Source: an optimization exercise on an open RTL-to-GDS flow (aim: small area, a short achievable clock period and few clock cycles). Production flows keep margins and buffers that such runs may drop.
Where RTL was checked, it was by simulation tests only, not by an equivalence proof against the original.
Power is estimated from default activity; no workload was simulated.

## v32
// ota_core
module ota_core (
    input  wire        clk,
    input  wire        rst,
    input  wire        cmd_valid,
    output reg         cmd_ready,
    input  wire [2:0]  cmd_op,
    input  wire [31:0] cmd_arg,
    input  wire        in_valid,
    output reg         in_ready,
    input  wire [7:0]  in_data,
    output reg         rsp_valid,
    output reg  [31:0] rsp_data,
    output reg         out_valid,
    output reg  [7:0]  out_data,
    output reg         dict_we,
    output reg  [10:0] dict_waddr,
    output reg  [7:0]  dict_wdata,
    output reg  [10:0] dict_raddr,
    input  wire [7:0]  dict_rdata
);
Size in the first run: about 1,800 cells after synthesis, ~310 flip-flops, about 0.017 sq mm of cells after synthesis.
Settings: LEC_CHECK=0, CAP_MARGIN=20, CORE_MARGIN=2, CORE_UTILIZATION=45, CTS_CLUSTER_DIAMETER=100, CTS_CLUSTER_SIZE=24, SLEW_MARGIN=20; clock period 10.0 ns.
standard.sh (not shown) runs the stock make flow with config.mk's settings and CLKGATE_MAP_FILE= SYNTH_SCRIPT=/design/flow/synth_recipe.tcl, a recipe that flattens the netlist after the stock synthesis.
==> flow/flow/run.sh <==
#!/bin/bash
set -euo pipefail
bash standard.sh SETUP_SLACK_MARGIN=6.85 BUFFER_PORTS_ARGS=-buffer_cell\ sky130_fd_sc_hd__buf_2 finish > standard_flow.log 2>&1
For v28, these inputs were changed with respect to v32:
--- a/flow/design.v
+++ b/flow/design.v
@@ -59,51 +59,22 @@
     reg [3:0]  cnt;              
     reg        last;             
     reg        dv;               
     reg        d_lit;            
     reg [10:0] dp;               
     reg        go;               
     reg [2:0]  op_r;             
     reg        busy;             
-    reg  [31:0] crc_next;
-    wire [7:0]  x = crc[7:0] ^ b0;
+    reg [31:0] crc_next;
+    integer i;
     always @* begin
-        crc_next[0] = x[2] ^ crc[8];
-        crc_next[1] = x[0] ^ x[3] ^ crc[9];
-        crc_next[2] = x[0] ^ x[1] ^ x[4] ^ crc[10];
-        crc_next[3] = x[1] ^ x[2] ^ x[5] ^ crc[11];
-        crc_next[4] = x[0] ^ x[2] ^ x[3] ^ x[6] ^ crc[12];
-        crc_next[5] = x[1] ^ x[3] ^ x[4] ^ x[7] ^ crc[13];
-        crc_next[6] = x[4] ^ x[5] ^ crc[14];
-        crc_next[7] = x[0] ^ x[5] ^ x[6] ^ crc[15];
-        crc_next[8] = x[1] ^ x[6] ^ x[7] ^ crc[16];
-        crc_next[9] = x[7] ^ crc[17];
-        crc_next[10] = x[2] ^ crc[18];
-        crc_next[11] = x[3] ^ crc[19];
-        crc_next[12] = x[0] ^ x[4] ^ crc[20];
-        crc_next[13] = x[0] ^ x[1] ^ x[5] ^ crc[21];
-        crc_next[14] = x[1] ^ x[2] ^ x[6] ^ crc[22];
-        crc_next[15] = x[2] ^ x[3] ^ x[7] ^ crc[23];
-        crc_next[16] = x[0] ^ x[2] ^ x[3] ^ x[4] ^ crc[24];
-        crc_next[17] = x[0] ^ x[1] ^ x[3] ^ x[4] ^ x[5] ^ crc[25];
-        crc_next[18] = x[0] ^ x[1] ^ x[2] ^ x[4] ^ x[5] ^ x[6] ^ crc[26];
-        crc_next[19] = x[1] ^ x[2] ^ x[3] ^ x[5] ^ x[6] ^ x[7] ^ crc[27];
-        crc_next[20] = x[3] ^ x[4] ^ x[6] ^ x[7] ^ crc[28];
-        crc_next[21] = x[2] ^ x[4] ^ x[5] ^ x[7] ^ crc[29];
-        crc_next[22] = x[2] ^ x[3] ^ x[5] ^ x[6] ^ crc[30];
-        crc_next[23] = x[3] ^ x[4] ^ x[6] ^ x[7] ^ crc[31];
-        crc_next[24] = x[0] ^ x[2] ^ x[4] ^ x[5] ^ x[7];
-        crc_next[25] = x[0] ^ x[1] ^ x[2] ^ x[3] ^ x[5] ^ x[6];
-        crc_next[26] = x[0] ^ x[1] ^ x[2] ^ x[3] ^ x[4] ^ x[6] ^ x[7];
-        crc_next[27] = x[1] ^ x[3] ^ x[4] ^ x[5] ^ x[7];
-        crc_next[28] = x[0] ^ x[4] ^ x[5] ^ x[6];
-        crc_next[29] = x[0] ^ x[1] ^ x[5] ^ x[6] ^ x[7];
-        crc_next[30] = x[0] ^ x[1] ^ x[6] ^ x[7];
-        crc_next[31] = x[1] ^ x[7];
+        crc_next = crc ^ {24'd0, b0};
+        for (i = 0; i < 8; i = i + 1)
+            crc_next = crc_next[0] ? ((crc_next >> 1) ^ 32'hEDB88320) : (crc_next >> 1);
     end
     wire active  = (st == ST_HEADER) || (st == ST_FILE) || (st == ST_COMPLETED);
     wire in_file = (st == ST_FILE);
     wire in_hdr  = (st == ST_HEADER);
     wire full_ok = bitq[30] ? (bitcnt >= 5'd9)  : (bitcnt >= 5'd16);
     wire part_ok = bitq[30] ? (bitcnt >= 5'd17) : (bitcnt >= 5'd24);
     wire tp      = (nopp != 2'd0) && full_ok;
     wire take    = tp && (!rd_act || last);
[summary]
Looking at count of plain and timing-repair buffers across v32 and v28, the one that comes out lower is v28. Comparing v28 with v32, the cell area came out essentially unchanged. Between v32 and v28, the difference in share of the synthesized netlist area taken by xor and xnor gates is negligible. As far as logic depth of the worst setup path including buffers goes, v28 and v32 are indistinguishable; the numbers are identical. v28: first-pass GRT wire length is 3100 um lower than what v32 reported. The synthesized area per cell of v28 exceeds that of v32 by 0.66%. Between v28 and v32, the sequential fraction of the synthesis area does not differ in any meaningful way. Total wire length after detailed routing, v28 vs v32: down by a few percent.
Testbench counts of v28, summed over its fixed seeds: cycles 130,440.
No functional check of the RTL was part of v32.

* * *

The RTL this note starts from:
==> flow/design.v <==
module ota_core (
    input  wire        clk,
    input  wire        rst,
    input  wire        cmd_valid,
    output reg         cmd_ready,
    input  wire [2:0]  cmd_op,
    input  wire [31:0] cmd_arg,
    input  wire        in_valid,
    output reg         in_ready,
    input  wire [7:0]  in_data,
    output reg         rsp_valid,
    output reg  [31:0] rsp_data,
    output reg         out_valid,
    output reg  [7:0]  out_data,
    output reg         dict_we,
    output reg  [10:0] dict_waddr,
    output reg  [7:0]  dict_wdata,
    output reg  [10:0] dict_raddr,
    input  wire [7:0]  dict_rdata
);
    localparam [31:0] MAGIC_DEFAULT = 32'h45535033;
    localparam [2:0] OP_CFG_MAGIC = 3'd1;
    localparam [2:0] OP_START     = 3'd2;
    localparam [2:0] OP_POLL      = 3'd3;
    localparam [2:0] OP_PROGRESS  = 3'd4;
    localparam [2:0] OP_VERIFY    = 3'd5;
    localparam [2:0] OP_RELEASE   = 3'd6;
    localparam [31:0] RES_INPROGRESS = 32'd0;
    localparam [31:0] RES_DONE       = 32'd1;
    localparam [31:0] ERR_HDR_LENGTH = -32'sd8;
    localparam [31:0] ERR_HDR_MAGIC  = -32'sd9;
    localparam [31:0] ERR_CHECKSUM   = -32'sd10;
    localparam [31:0] ERR_DOWNLOAD   = -32'sd11;
    localparam [2:0] ST_IDLE      = 3'd0;
    localparam [2:0] ST_HEADER    = 3'd1;
    localparam [2:0] ST_FILE      = 3'd2;
    localparam [2:0] ST_COMPLETED = 3'd3;
    localparam [2:0] ST_MAGIC     = 3'd4;
    localparam [2:0] ST_ERROR     = 3'd5;
    reg [2:0]  st;
    reg        err_is_len;
    reg [31:0] magic_cfg;
    reg [32:0] rem;              
    reg [31:0] written;          
    reg        wrapped;          
    reg [31:0] crc;
    reg [31:0] hdr_crc;
    reg [4:0]  hdr_fill;
    reg        len_ok, mag_ok, lborrow;
    reg [31:0] cl;               
    reg [7:0]  b0, b1;           
    reg        v0, v1;
    reg [30:0] bitq;             
    reg [4:0]  bitcnt;
    reg [1:0]  nopp;             
    reg        rd_act;           
    reg        a_lit;            
    reg [4:0]  cnt;              
    reg        last;             
    reg        dv;               
    reg        d_lit;            
    reg [10:0] dp;               
    reg        go;               
    reg [2:0]  op_r;             
    reg        busy;             
    reg [31:0] crc_next;
    integer i;
    always @* begin
        crc_next = crc ^ {24'd0, b0};
        for (i = 0; i < 8; i = i + 1)
            crc_next = crc_next[0] ? ((crc_next >> 1) ^ 32'hEDB88320) : (crc_next >> 1);
    end
    wire active  = (st == ST_HEADER) || (st == ST_FILE) || (st == ST_COMPLETED);
    wire in_file = (st == ST_FILE);
    wire in_hdr  = (st == ST_HEADER);
    wire full_ok = bitq[30] ? (bitcnt >= 5'd9)  : (bitcnt >= 5'd16);
    wire part_ok = bitq[30] ? (bitcnt >= 5'd17) : (bitcnt >= 5'd24);
    wire tp      = (nopp != 2'd0) && full_ok;
    wire take    = tp && (!rd_act || last);
    wire [1:0] nopp_a = !full_ok ? 2'd0 :
                        take     ? {1'b0, nopp[1] && part_ok} :
                        (nopp[1] && !part_ok) ? 2'd1 : nopp;
    wire feed    = v0 && in_file && !nopp_a[1];
    wire ib_go   = v0 && (!in_file || !nopp_a[1]);
    wire cmd_fire = cmd_valid && cmd_ready;
    wire in_fire  = in_valid && in_ready;
    wire do_start = go && (op_r == OP_START) && !active;
    wire do_poll  = go && (op_r == OP_POLL);
    reg         took;
    wire        cl_eq0 = (cl == 32'd0);
    wire        cl_eq1 = (cl == 32'd1);
    wire        cl_eq2 = (cl == 32'd2);
    wire        more   = !(took ? cl_eq1 : cl_eq0);
    function [32:0] pfx_and;
        input [32:0] x;
        integer j, l;
        begin
            pfx_and = x;
            for (l = 0; l < 6; l = l + 1)
                for (j = 0; j < 33; j = j + 1)
                    if (j & (1 << l))
                        pfx_and[j] = pfx_and[j] & pfx_and[((j >> l) << l) - 1];
        end
    endfunction
    wire [32:0] cl_p  = pfx_and({1'b1, ~cl});
    wire [31:0] cl_z  = {cl_p[30:0], 1'b1};
    wire [32:0] rem_p = pfx_and(~rem);
    wire [32:0] rem_z = {rem_p[31:0], 1'b1};
    wire [32:0] wr_p  = pfx_and({1'b1, written});
    wire [31:0] wr_z  = {wr_p[30:0], 1'b1};
    wire poll_end = busy && !more && !v0 && !tp && !rd_act;
    wire       fwd     = out_valid && (dp == written[10:0]);
    wire       wr_done = wrapped || (dp < written[10:0]);
    wire       s_lit   = d_lit;
    wire       s_fwd   = !d_lit && fwd;
    wire       s_ram   = !d_lit && !fwd && wr_done;
    wire       s_spc   = !d_lit && !fwd && !wr_done && (dp >= 11'd17);
    wire [7:0] dbyte   = ({8{s_lit}} & dp[7:0]) | ({8{s_fwd}} & out_data) |
                         ({8{s_ram}} & dict_rdata) | {2'b00, s_spc, 5'b00000};
    wire [38:0] ins   = {b0, 31'd0} >> bitcnt;
    wire [38:0] qx    = {bitq, 8'd0} | (feed ? ins : 39'd0);
    wire [30:0] q_n   = !take ? qx[38:8] : (bitq[30] ? qx[29:0] << 1 : qx[22:0] << 8);
    wire [4:0]  c_n   = !take ? (feed ? bitcnt + 5'd8 : bitcnt) :
                        bitq[30] ? (feed ? bitcnt - 5'd1 : bitcnt - 5'd9) :
                                   (feed ? bitcnt - 5'd8 : bitcnt - 5'd16);
    wire [7:0] rbyte = rem[8*hdr_fill[1:0] +: 8];
    wire [8:0] ldiff = {1'b0, rbyte} - {1'b0, (hdr_fill[1:0] == 2'd0) ? 8'd8 : {7'd0, lborrow}};
    wire v1_n   = (v1 && !ib_go) || (v0 && in_fire && !ib_go);
    wire more_n = in_fire ? !(took ? cl_eq2 : cl_eq1) : more;
    wire [31:0] written_n = written ^ ({32{out_valid}} & wr_z);
    wire       r_wr  = (op_r == OP_PROGRESS) && active;
    reg  [4:0] r_code;
    always @* begin
        r_code = ERR_DOWNLOAD[4:0];
        if (busy) begin
            case (st)
            ST_HEADER:    r_code = RES_INPROGRESS[4:0];
            ST_COMPLETED: r_code = RES_DONE[4:0];
            ST_FILE:      r_code = (rem == 33'd20) ? RES_DONE[4:0] :
                                   (rem[32] || rem[31:0] < 32'd20) ? ERR_DOWNLOAD[4:0] :
                                   RES_INPROGRESS[4:0];
            ST_MAGIC:     r_code = ERR_HDR_MAGIC[4:0];
            ST_ERROR:     r_code = err_is_len ? ERR_HDR_LENGTH[4:0] : ERR_DOWNLOAD[4:0];
            default:      r_code = ERR_DOWNLOAD[4:0];
            endcase
        end else begin
            case (op_r)
            OP_CFG_MAGIC: r_code = active ? ERR_DOWNLOAD[4:0] : RES_DONE[4:0];
            OP_PROGRESS, OP_VERIFY: begin
                if (st == ST_MAGIC)
                    r_code = ERR_HDR_MAGIC[4:0];
                else if (st == ST_ERROR)
                    r_code = err_is_len ? ERR_HDR_LENGTH[4:0] : ERR_DOWNLOAD[4:0];
                else if (op_r == OP_VERIFY && st == ST_COMPLETED)
                    r_code = (~crc == hdr_crc) ? RES_DONE[4:0] : ERR_CHECKSUM[4:0];
                else
                    r_code = ERR_DOWNLOAD[4:0];
            end
            OP_RELEASE:   r_code = RES_DONE[4:0];
            default:      r_code = ERR_DOWNLOAD[4:0];
            endcase
        end
    end
    always @* begin
        rsp_data   = cl;
        dict_we    = out_valid;
        dict_wdata = out_data;
        dict_waddr = written[10:0];
    end
    always @(posedge clk) begin
        if (rst) begin
            st        <= ST_IDLE;
            cmd_ready <= 1'b1;
            go        <= 1'b0;
            busy      <= 1'b0;
            in_ready  <= 1'b0;
            magic_cfg <= MAGIC_DEFAULT;
            rsp_valid <= 1'b0;
            out_valid <= 1'b0;
            v0        <= 1'b0;
            v1        <= 1'b0;
            nopp      <= 2'd0;
            rd_act    <= 1'b0;
            dv        <= 1'b0;
        end else begin
            go        <= cmd_fire;
            rsp_valid <= go ? (op_r != OP_POLL) : poll_end;
            cmd_ready <= cmd_ready ? !cmd_valid : (go ? (op_r != OP_POLL) : poll_end);
            busy      <= busy ? !poll_end : do_poll;
            if (go && op_r == OP_CFG_MAGIC && !active)
                magic_cfg <= cl;
            if (do_start)
                st <= ST_HEADER;
            else if (go && op_r == OP_RELEASE)
                st <= ST_IDLE;
            else if (ib_go && in_hdr && hdr_fill == 5'd19)
                st <= (!len_ok || lborrow) ? ST_ERROR : (!mag_ok ? ST_MAGIC : ST_FILE);
            else if (poll_end && in_file && (rem == 33'd20))
                st <= ST_COMPLETED;
            else if (poll_end && in_file && (rem[32] || rem[31:0] < 32'd20))
                st <= ST_ERROR;
            if (cmd_fire)
                in_ready <= 1'b1;
            else
                in_ready <= (busy || do_poll) && more_n && !v1_n;
            v0 <= ib_go ? (v1 || in_fire) : (v0 || in_fire);
            v1 <= v1_n;
            if (do_start)
                nopp <= 2'd0;
            else if (in_file)
                nopp <= nopp_a + {1'b0, feed};
            rd_act    <= take || (rd_act && !last);
            dv        <= rd_act;
            out_valid <= dv;
        end
    end
    always @(posedge clk) begin
        if (cmd_ready)
            op_r <= cmd_op;
        if (cmd_ready)
            cl <= cmd_arg;
        else if ((go && !(op_r == OP_POLL || (op_r == OP_START && !active))) || poll_end)
            cl <= (go && r_wr) ? written_n : {{27{r_code[4]}}, r_code};
        else
            cl <= cl ^ ({32{took}} & cl_z);       
        took <= in_fire;
        if (ib_go || !v0)
            b0 <= v1 ? b1 : in_data;
        if (!v1)
            b1 <= in_data;
        if (poll_end && in_file)
            err_is_len <= 1'b0;
        if (do_start) begin
            rem      <= {1'b0, cl};
            crc      <= 32'hFFFFFFFF;
            hdr_fill <= 5'd0;
            len_ok   <= 1'b1;
            mag_ok   <= 1'b1;
            lborrow  <= 1'b0;
        end else begin
            if (ib_go && in_file)
                rem <= rem ^ rem_z;                              
            if (ib_go && in_hdr) begin
                hdr_fill <= hdr_fill + 5'd1;
                if (hdr_fill[4:2] == 3'd0) begin
                    len_ok  <= len_ok && (b0 == ldiff[7:0]);
                    lborrow <= ldiff[8];
                end
                if (hdr_fill[4:2] == 3'd1)
                    hdr_crc <= {b0, hdr_crc[31:8]};
                if (hdr_fill[4:2] == 3'd2)
                    mag_ok <= mag_ok && (b0 == magic_cfg[8*hdr_fill[1:0] +: 8]);
                if (hdr_fill >= 5'd8)
                    crc <= crc_next;
                if (hdr_fill == 5'd19)
                    err_is_len <= 1'b1;
            end else if (ib_go && in_file) begin
                crc <= crc_next;
            end
        end
        if (do_start) begin
            bitq   <= 31'd0;
            bitcnt <= 5'd0;
        end else begin
            bitq   <= q_n;
            bitcnt <= c_n;
        end
        if (take) begin
            a_lit      <= bitq[30];
            dict_raddr <= bitq[30] ? {3'd0, bitq[29:22]} : bitq[29:19] + 11'd17;
            cnt        <= bitq[30] ? 5'd0 : {1'b0, bitq[18:15]} + 5'd1;
            last       <= bitq[30];
        end else begin
            a_lit      <= 1'b0;
            dict_raddr <= dict_raddr + 11'd1;
            cnt        <= cnt - 5'd1;
            last       <= (cnt == 5'd1);
        end
        d_lit    <= a_lit;
        dp       <= dict_raddr;
        out_data <= dbyte;
        written  <= do_start ? 32'd0 : written_n;
        wrapped  <= do_start ? 1'b0 : (wrapped || (out_valid && written[10:0] == 11'd2047));
    end
endmodule
Settings: LEC_CHECK=0, CAP_MARGIN=20, CORE_MARGIN=2, CORE_UTILIZATION=45, SLEW_MARGIN=20; clock period 10.0 ns.
==> flow/flow/run.sh <==
#!/bin/bash
set -euo pipefail
bash standard.sh SETUP_SLACK_MARGIN=6.95 finish > standard_flow.log 2>&1
Testbench counts at the start, summed over its fixed seeds: cycles 130,440.
Change:
--- a/flow/design.v
+++ b/flow/design.v
@@ -41,10 +41,11 @@
     reg        err_is_len;
     reg [31:0] magic_cfg;
     reg [32:0] rem;              
     reg [31:0] written;          
     reg        wrapped;          
+    reg        wr_inc;           
     reg [31:0] crc;
     reg [31:0] hdr_crc;
     reg [4:0]  hdr_fill;
     reg        len_ok, mag_ok, lborrow;
     reg [31:0] cl;               
@@ -53,11 +54,11 @@
     reg [30:0] bitq;             
     reg [4:0]  bitcnt;
     reg [1:0]  nopp;             
     reg        rd_act;           
     reg        a_lit;            
-    reg [4:0]  cnt;              
+    reg [3:0]  cnt;              
     reg        last;             
     reg        dv;               
     reg        d_lit;            
     reg [10:0] dp;               
     reg        go;               
@@ -81,10 +82,11 @@
                         take     ? {1'b0, nopp[1] && part_ok} :
                         (nopp[1] && !part_ok) ? 2'd1 : nopp;
     wire feed    = v0 && in_file && !nopp_a[1];
     wire ib_go   = v0 && (!in_file || !nopp_a[1]);
     wire cmd_fire = cmd_valid && cmd_ready;
+    wire idle     = !go && !busy;    
     wire in_fire  = in_valid && in_ready;
     wire do_start = go && (op_r == OP_START) && !active;
     wire do_poll  = go && (op_r == OP_POLL);
     reg         took;
     wire        cl_eq0 = (cl == 32'd0);
@@ -107,11 +109,11 @@
     wire [32:0] rem_p = pfx_and(~rem);
     wire [32:0] rem_z = {rem_p[31:0], 1'b1};
     wire [32:0] wr_p  = pfx_and({1'b1, written});
     wire [31:0] wr_z  = {wr_p[30:0], 1'b1};
     wire poll_end = busy && !more && !v0 && !tp && !rd_act;
-    wire       fwd     = out_valid && (dp == written[10:0]);
+    wire       fwd     = wr_inc && (dp == written[10:0]);
     wire       wr_done = wrapped || (dp < written[10:0]);
     wire       s_lit   = d_lit;
     wire       s_fwd   = !d_lit && fwd;
     wire       s_ram   = !d_lit && !fwd && wr_done;
     wire       s_spc   = !d_lit && !fwd && !wr_done && (dp >= 11'd17);
@@ -125,11 +127,11 @@
                                    (feed ? bitcnt - 5'd8 : bitcnt - 5'd16);
     wire [7:0] rbyte = rem[8*hdr_fill[1:0] +: 8];
     wire [8:0] ldiff = {1'b0, rbyte} - {1'b0, (hdr_fill[1:0] == 2'd0) ? 8'd8 : {7'd0, lborrow}};
     wire v1_n   = (v1 && !ib_go) || (v0 && in_fire && !ib_go);
     wire more_n = in_fire ? !(took ? cl_eq2 : cl_eq1) : more;
-    wire [31:0] written_n = written ^ ({32{out_valid}} & wr_z);
+    wire [31:0] written_n = written ^ ({32{wr_inc}} & wr_z);
     wire       r_wr  = (op_r == OP_PROGRESS) && active;
     reg  [4:0] r_code;
     always @* begin
         r_code = ERR_DOWNLOAD[4:0];
         if (busy) begin
@@ -213,13 +215,13 @@
             dv        <= rd_act;
             out_valid <= dv;
         end
     end
     always @(posedge clk) begin
-        if (cmd_ready)
+        if (idle)
             op_r <= cmd_op;
-        if (cmd_ready)
+        if (idle)
             cl <= cmd_arg;
         else if ((go && !(op_r == OP_POLL || (op_r == OP_START && !active))) || poll_end)
             cl <= (go && r_wr) ? written_n : {{27{r_code[4]}}, r_code};
         else
             cl <= cl ^ ({32{took}} & cl_z);       
@@ -266,20 +268,21 @@
             bitcnt <= c_n;
         end
         if (take) begin
             a_lit      <= bitq[30];
             dict_raddr <= bitq[30] ? {3'd0, bitq[29:22]} : bitq[29:19] + 11'd17;
-            cnt        <= bitq[30] ? 5'd0 : {1'b0, bitq[18:15]} + 5'd1;
+            cnt        <= bitq[18:15];
             last       <= bitq[30];
         end else begin
             a_lit      <= 1'b0;
             dict_raddr <= dict_raddr + 11'd1;
-            cnt        <= cnt - 5'd1;
-            last       <= (cnt == 5'd1);
+            cnt        <= cnt - 4'd1;
+            last       <= (cnt == 4'd0);
         end
         d_lit    <= a_lit;
         dp       <= dict_raddr;
         out_data <= dbyte;
         written  <= do_start ? 32'd0 : written_n;
-        wrapped  <= do_start ? 1'b0 : (wrapped || (out_valid && written[10:0] == 11'd2047));
+        wrapped  <= do_start ? 1'b0 : (wrapped || (wr_inc && written[10:0] == 11'd2047));
+        wr_inc   <= dv;
     end
 endmodule
=> The new run produced a clean layout. Die area is lower slightly. Worst setup slack gets worse by 8.3 ps. Sequential power is lower by a few percent. Clock power is higher by a few percent. First-iteration DRC count is higher by roughly a tenth. Routed wire length is higher by a few percent. Total power is lower slightly. Non-clock buffer count is higher by 12. Sequential share of layout area is lower by 0.56 points. Synthesized cell count hardly moves. Synthesized area is lower slightly. Global-route usage is higher by 0.82 points.
Testbench counts after the change, summed over its fixed seeds: cycles 130,440.

==> re-timing with driven ports <==
The results above use ideal ports. As a check the final layouts listed here were re-extracted and re-timed, cells and wires unchanged. Step 1 assumes that a clkbuf_16 drives the clock port and a buf_2 every other input. Step 2 also shifts input and output timing later by t, the mid clock arrival at the registers, as if the neighbouring blocks saw the same clock. a / b / c = ideal / step 1 / step 2; a / b = the first two.
run	t (ns)	setup slack, ns	cell pins on the clock port's net
v32	0.575	6.874 / 6.823 / 6.761	1
v28	0.575	6.878 / 6.826 / 6.566	1
the first run of note 2	0.565	6.977 / 6.925 / 6.591	1
the second run of note 2	0.591	6.968 / 6.914 / 6.472	1
After both steps setup and hold are still met in every run listed. The setup slack of the second run of note 2, which loses most, moves by -0.054 ns with the drivers and by -0.496 ns with both steps.
